From an optimization exercise on the open Yosys and OpenROAD flow, aimed at small area, a short achievable clock period and few clock cycles per item; shortcuts taken in it are not production practice.
Only simulation tests tie the RTL to the original design; equivalence was not proved.
Power is estimated from default activity; no workload was simulated.

Design vcsk_core, start of the top module:
module vcsk_core (
    input  wire        clk,
    input  wire        rst,
    input  wire        cmd_valid,
    output wire        cmd_ready,
    input  wire [31:0] cmd_data,
    output reg         rsp_valid,
    output reg  [31:0] rsp_data,
    output reg         rsp_err
);
    localparam NCH = 32;
    assign cmd_ready = 1'b1;
    reg        v1;
    reg [31:0] c1;
    reg        rst_q;
    always @(posedge clk) begin
        v1    <= cmd_valid & ~rst;
        c1    <= cmd_data;
        rst_q <= rst;
    end
    wire [1:0]  op      = c1[31:30];
    wire [4:0]  ch      = c1[29:25];
    wire        low_z   = (c1[24:0] == 25'd0);
    wire        is_smp  = (op == 2'b00) && (c1[29:25] == 5'd0) && low_z;
    wire        is_cfg  = (op == 2'b01);
    wire        refused = ((op == 2'b00) && !is_smp) || (op[1] && !low_z);
    wire do_tick = v1 && is_smp;
    wire do_cfg  = v1 && is_cfg;
    wire [4:0]  b_div   = rst_q ? 5'd0  : c1[24:20];
    wire [4:0]  b_div_n = rst_q ? 5'd0  : ~c1[24:20];
    wire [3:0]  b_mode  = rst_q ? 4'd0  : c1[19:16];
    wire [15:0] b_vol   = rst_q ? 16'd0 : c1[15:0];
    reg       v2, s2_smp, s2_rdcfg, s2_rdaud, s2_err;
    reg [4:0] s2_ch;
    always @(posedge clk) begin
        v2       <= v1 & ~rst;
        s2_smp   <= v1 & is_smp;
        s2_rdcfg <= v1 & (op == 2'b10) & low_z;
        s2_rdaud <= v1 & (op == 2'b11) & low_z;
  ...
Size in the first run: about 6500 cells after synthesis, about 1400 flip-flops, roughly 70 I/O pins, about 0.075 sq mm of cells after synthesis.
Settings: LEC_CHECK=0, CAP_MARGIN=20, CORE_MARGIN=2, CORE_UTILIZATION=40, SLEW_MARGIN=20; clock period 44.0 ns.
standard.sh (not shown) runs the stock make flow with config.mk's settings and CLKGATE_MAP_FILE= SYNTH_SCRIPT=/design/flow/synth_recipe.tcl, a recipe that flattens the netlist after the stock synthesis.
==> flow/flow/run.sh <==
#!/bin/bash
# The standard layout, with the port buffers that buffer_ports inserts made
# sky130_fd_sc_hd__buf_2 cells instead of its default choice.
set -euo pipefail
export BUFFER_PORTS_ARGS="-buffer_cell sky130_fd_sc_hd__buf_2"
bash standard.sh finish > standard.log 2>&1
Testbench counts at the start, summed over its fixed seeds: cycles 12,288, items 12,256.
Change:
==> flow/run.sh (new file) <==
#!/bin/bash
# synth_recipe.tcl (not shown) runs the flow's synth.tcl, then flattens the netlist and writes it again
# the make line also repeats each setting of config.mk as NAME=value (left out here)
make -C /OpenROAD-flow-scripts/flow DESIGN_CONFIG=/design/flow/config.mk WORK_HOME=/design/flow/orfs CLKGATE_MAP_FILE= SYNTH_SCRIPT=/design/flow/synth_recipe.tcl finish
removed: flow/flow/run.sh
removed: flow/standard.sh
Clock skew goes up by 0.0091 ns.
Register-to-register slack degrades by 0.28 ns.
Hold slack stays flat.
Setup slack degrades by 0.42 ns.
Combinational power goes up by about 2%.
First-iteration DRC count goes up by about 8%.
Final area goes up by about 0.7%.
Die area is unchanged.
Wire length goes up by 0.46%.
Synthesized cell count does not change.

---

## nickel
Another version of the RTL of vcsk_core (not shown whole).
Size: ~6000 cells after synthesis, roughly 70 I/O pins, ~0.072 mm² of cells after synthesis.
Settings: LEC_CHECK=0, CAP_MARGIN=5, CORE_MARGIN=2, CORE_UTILIZATION=50, CTS_BUF_LIST=sky130_fd_sc_hd__clkbuf_16, CTS_CLUSTER_DIAMETER=80, CTS_CLUSTER_SIZE=24, SLEW_MARGIN=5; clock period 44.0 ns.
==> flow/flow/run.sh <==
#!/bin/bash
# The standard layout, with the port buffers that buffer_ports inserts made
# sky130_fd_sc_hd__buf_2 cells instead of its default choice.
set -euo pipefail
export BUFFER_PORTS_ARGS="-buffer_cell sky130_fd_sc_hd__buf_2"
bash standard.sh finish > standard.log 2>&1
Testbench counts of nickel, summed over its fixed seeds: cycles 12,288, items 12,256.
## Diff of input files: garnet against nickel
==> flow/flow/run.sh <==
#!/bin/bash
# The standard layout, with two changes to how it is made:
# - the port buffers that buffer_ports inserts are sky130_fd_sc_hd__buf_2;
# - clock tree synthesis inserts no dummy loads.
set -euo pipefail
export BUFFER_PORTS_ARGS="-buffer_cell sky130_fd_sc_hd__buf_2"
export CTS_ARGS="-sink_clustering_enable -repair_clock_nets -sink_clustering_size 24 -sink_clustering_max_diameter 80 -buf_list sky130_fd_sc_hd__clkbuf_16 -dont_use_dummy_load"
bash standard.sh finish > standard.log 2>&1
-- flow/config.mk --
<<< nickel, line 12
export CTS_CLUSTER_DIAMETER = 80
export CTS_CLUSTER_SIZE = 24
export SLEW_MARGIN = 5
>>> garnet, line 12
export CTS_CLUSTER_DIAMETER = 80
export CTS_CLUSTER_SIZE = 24
export GPL_TIMING_DRIVEN = 0
export SLEW_MARGIN = 5
[summary]
- When garnet is set beside nickel, its utilization turns out to be 0.18 points larger.
- | share of the clock period used by the worst path after layout | nickel vs garnet | ≈ equal |
- Wire length: garnet > nickel
- Going from nickel to garnet, final instance area climbed 260 µm², number of vias after detailed routing went up by 1.4%, largest incremental delay on the critical path has increased.
- Re total instance count after detailed placement: garnet is 1.6% up on nickel.
- Cmp garnet and nickel / clock share of power / lower: garnet
- Final period demand of the worst path delta for garnet relative to nickel: 0.016 ns higher
#### Input delta (sierra over garnet)
==> flow/flow/run.sh <==
#!/bin/bash
# The standard layout, with the port buffers that buffer_ports inserts made
# sky130_fd_sc_hd__buf_2 cells instead of its default choice.
set -euo pipefail
export BUFFER_PORTS_ARGS="-buffer_cell sky130_fd_sc_hd__buf_2"
bash standard.sh finish > standard.log 2>&1
==> flow/config.mk <==
export PLATFORM = sky130hd
export DESIGN_NAME = vcsk_core
export DESIGN_NICKNAME = vcsk_core
export VERILOG_FILES = /design/flow/design.v
export SDC_FILE = /design/flow/constraint.sdc
export NUM_CORES = 4
export LEC_CHECK = 0
export CAP_MARGIN = 20
export CORE_MARGIN = 2
export CORE_UTILIZATION = 58
export CTS_BUF_LIST = sky130_fd_sc_hd__clkbuf_16
export CTS_CLUSTER_DIAMETER = 80
export CTS_CLUSTER_SIZE = 24
export SLEW_MARGIN = 20
### Flow results
- Looking only at highest clock frequency the design can meet, and setting everything else aside, the higher value of sierra and garnet goes to garnet.
- Diff garnet -> sierra: relative slew slack went up 17 points, clock-buffer cell count went down about 2.4%, combinational cell fraction of total power went down 0.9 points, post-synthesis to final-layout area growth went down 1.2 points, total of plain and repair buffers excluding clock buffers went down 118.
- From garnet to sierra the numbers moved as follows: transition at the pin with the smallest max-transition slack now sits lower; minimum hold slack now sits higher; met2 layer wire length in the routed design fell 8200 µm; number of standard-cell rows in the floorplan now sits lower.
- Across both runs, number of nets in the layout was lower for sierra than for garnet.
Inputs modified between sierra and quartz:
-- flow/config.mk --
<<< sierra, line 8
export CAP_MARGIN = 20
export CORE_MARGIN = 2
export CORE_UTILIZATION = 58
export CTS_BUF_LIST = sky130_fd_sc_hd__clkbuf_16
export CTS_CLUSTER_DIAMETER = 80
>>> quartz, line 8
export CAP_MARGIN = 20
export CORE_MARGIN = 2
export CORE_UTILIZATION = 40
export CTS_BUF_LIST = sky130_fd_sc_hd__clkbuf_16
export CTS_CLUSTER_DIAMETER = 80
quartz: all stages complete, timing, DRC and antenna checks passed
Diff sierra -> quartz: total placed instance area increased about 1.2%; met1 capacity usage during global routing now sits lower; reported sequential group power saw little to no change; total via count in the routed design shows a reduction of 236.
Edits applied to the flow inputs when going from quartz to onyx:
==> flow/flow/run.sh <==
#!/bin/bash
# The standard layout, with two changes to how it is made:
# - the port buffers that buffer_ports inserts are sky130_fd_sc_hd__buf_2;
# - clock tree synthesis inserts no dummy loads.
set -euo pipefail
export BUFFER_PORTS_ARGS="-buffer_cell sky130_fd_sc_hd__buf_2"
export CTS_ARGS="-sink_clustering_enable -repair_clock_nets -sink_clustering_size 28 -sink_clustering_max_diameter 80 -buf_list sky130_fd_sc_hd__clkbuf_16 -dont_use_dummy_load"
bash standard.sh finish > standard.log 2>&1
==> flow/config.mk <==
export PLATFORM = sky130hd
export DESIGN_NAME = vcsk_core
export DESIGN_NICKNAME = vcsk_core
export VERILOG_FILES = /design/flow/design.v
export SDC_FILE = /design/flow/constraint.sdc
export NUM_CORES = 4
export LEC_CHECK = 0
export CAP_MARGIN = 5
export CORE_MARGIN = 2
export CORE_UTILIZATION = 50
export CTS_BUF_LIST = sky130_fd_sc_hd__clkbuf_16
export CTS_CLUSTER_DIAMETER = 80
export CTS_CLUSTER_SIZE = 28
export SLEW_MARGIN = 5
Findings:
- Measured against each other, onyx and quartz differ in post-layout total power, the higher figure coming from quartz.
- Normalized max-slew margin for onyx: 5.3 points down relative to quartz
- onyx against quartz: design area saw a decrease, met1 global-route usage saw an increase.
- Per the comparison of onyx with quartz, basic-gate share of the synthesized area counting and, or, nand and nor cells flat; number of distinct standard cells referenced by the synthesized netlist saw little to no change; overall routing resource usage climbed 6.0 points.
- Compared to quartz, the router laid down more metal wire for onyx.
- Amount of wire on met3 after detailed routing grows by more than a quarter when moving from quartz to onyx.
- Reported for onyx and quartz, critical path depth turned out identical to the last digit.
Input-level comparison between ember and onyx:
==> flow/flow/run.sh <==
#!/bin/bash
# The standard layout, with the port buffers that buffer_ports inserts made
# sky130_fd_sc_hd__buf_2 cells instead of its default choice.
set -euo pipefail
export BUFFER_PORTS_ARGS="-buffer_cell sky130_fd_sc_hd__buf_2"
bash standard.sh finish > standard.log 2>&1
==> flow/config.mk <==
export PLATFORM = sky130hd
export DESIGN_NAME = vcsk_core
export DESIGN_NICKNAME = vcsk_core
export VERILOG_FILES = /design/flow/design.v
export SDC_FILE = /design/flow/constraint.sdc
export NUM_CORES = 4
export LEC_CHECK = 0
export CAP_MARGIN = 20
export CORE_MARGIN = 2
export CORE_UTILIZATION = 50
export CTS_BUF_LIST = sky130_fd_sc_hd__clkbuf_8 sky130_fd_sc_hd__clkbuf_16
export CTS_CLUSTER_DIAMETER = 60
export CTS_CLUSTER_SIZE = 20
export SLEW_MARGIN = 20
Notes after the runs:
- Per the comparison of ember with onyx, average instance area after synthesis comparable; global-route wire length before repair now larger.
- Delta (ember minus onyx): routed wire length went up 0.50%; met3 routing resource usage after global routing went up by 0.92 points.

port drivers added, routing unchanged:
The results above use ideal ports. As a check the final layouts listed here were re-extracted and re-timed, cells and wires unchanged. Step 1: set_driving_cell puts a clkbuf_16 on clk and a buf_2 on each other input, an assumption about the parent block. Step 2 adds t to the input delays and takes it off the output delays; t is the mean of the earliest and latest rising clock arrival at the registers after step 1. Input paths then give back, and output paths get back, about the clock's delay inside the block. Slacks: no drivers / after step 1 / after step 2; pairs: no drivers / after step 1.
run | shift t [ns] | setup slack, ns | worst setup path at the end
the first run of note 1 | 0.881 | 33.952 / 33.872 / 34.753 | register to output
the second run of note 1 | 0.890 | 33.530 / 33.450 / 34.340 | register to output
nickel | 0.802 | 34.006 / 33.921 / 34.705 | input to register
garnet | 0.786 | 33.990 / 33.910 / 34.648 | input to register
sierra | 0.780 | 33.725 / 33.644 / 34.424 | register to output
quartz | 0.837 | 33.978 / 33.890 / 34.727 | register to output
onyx | 0.789 | 33.980 / 33.893 / 34.683 | register to output
ember | 0.867 | 33.909 / 33.827 / 34.642 | input to register
After both steps every run listed still meets setup and hold.
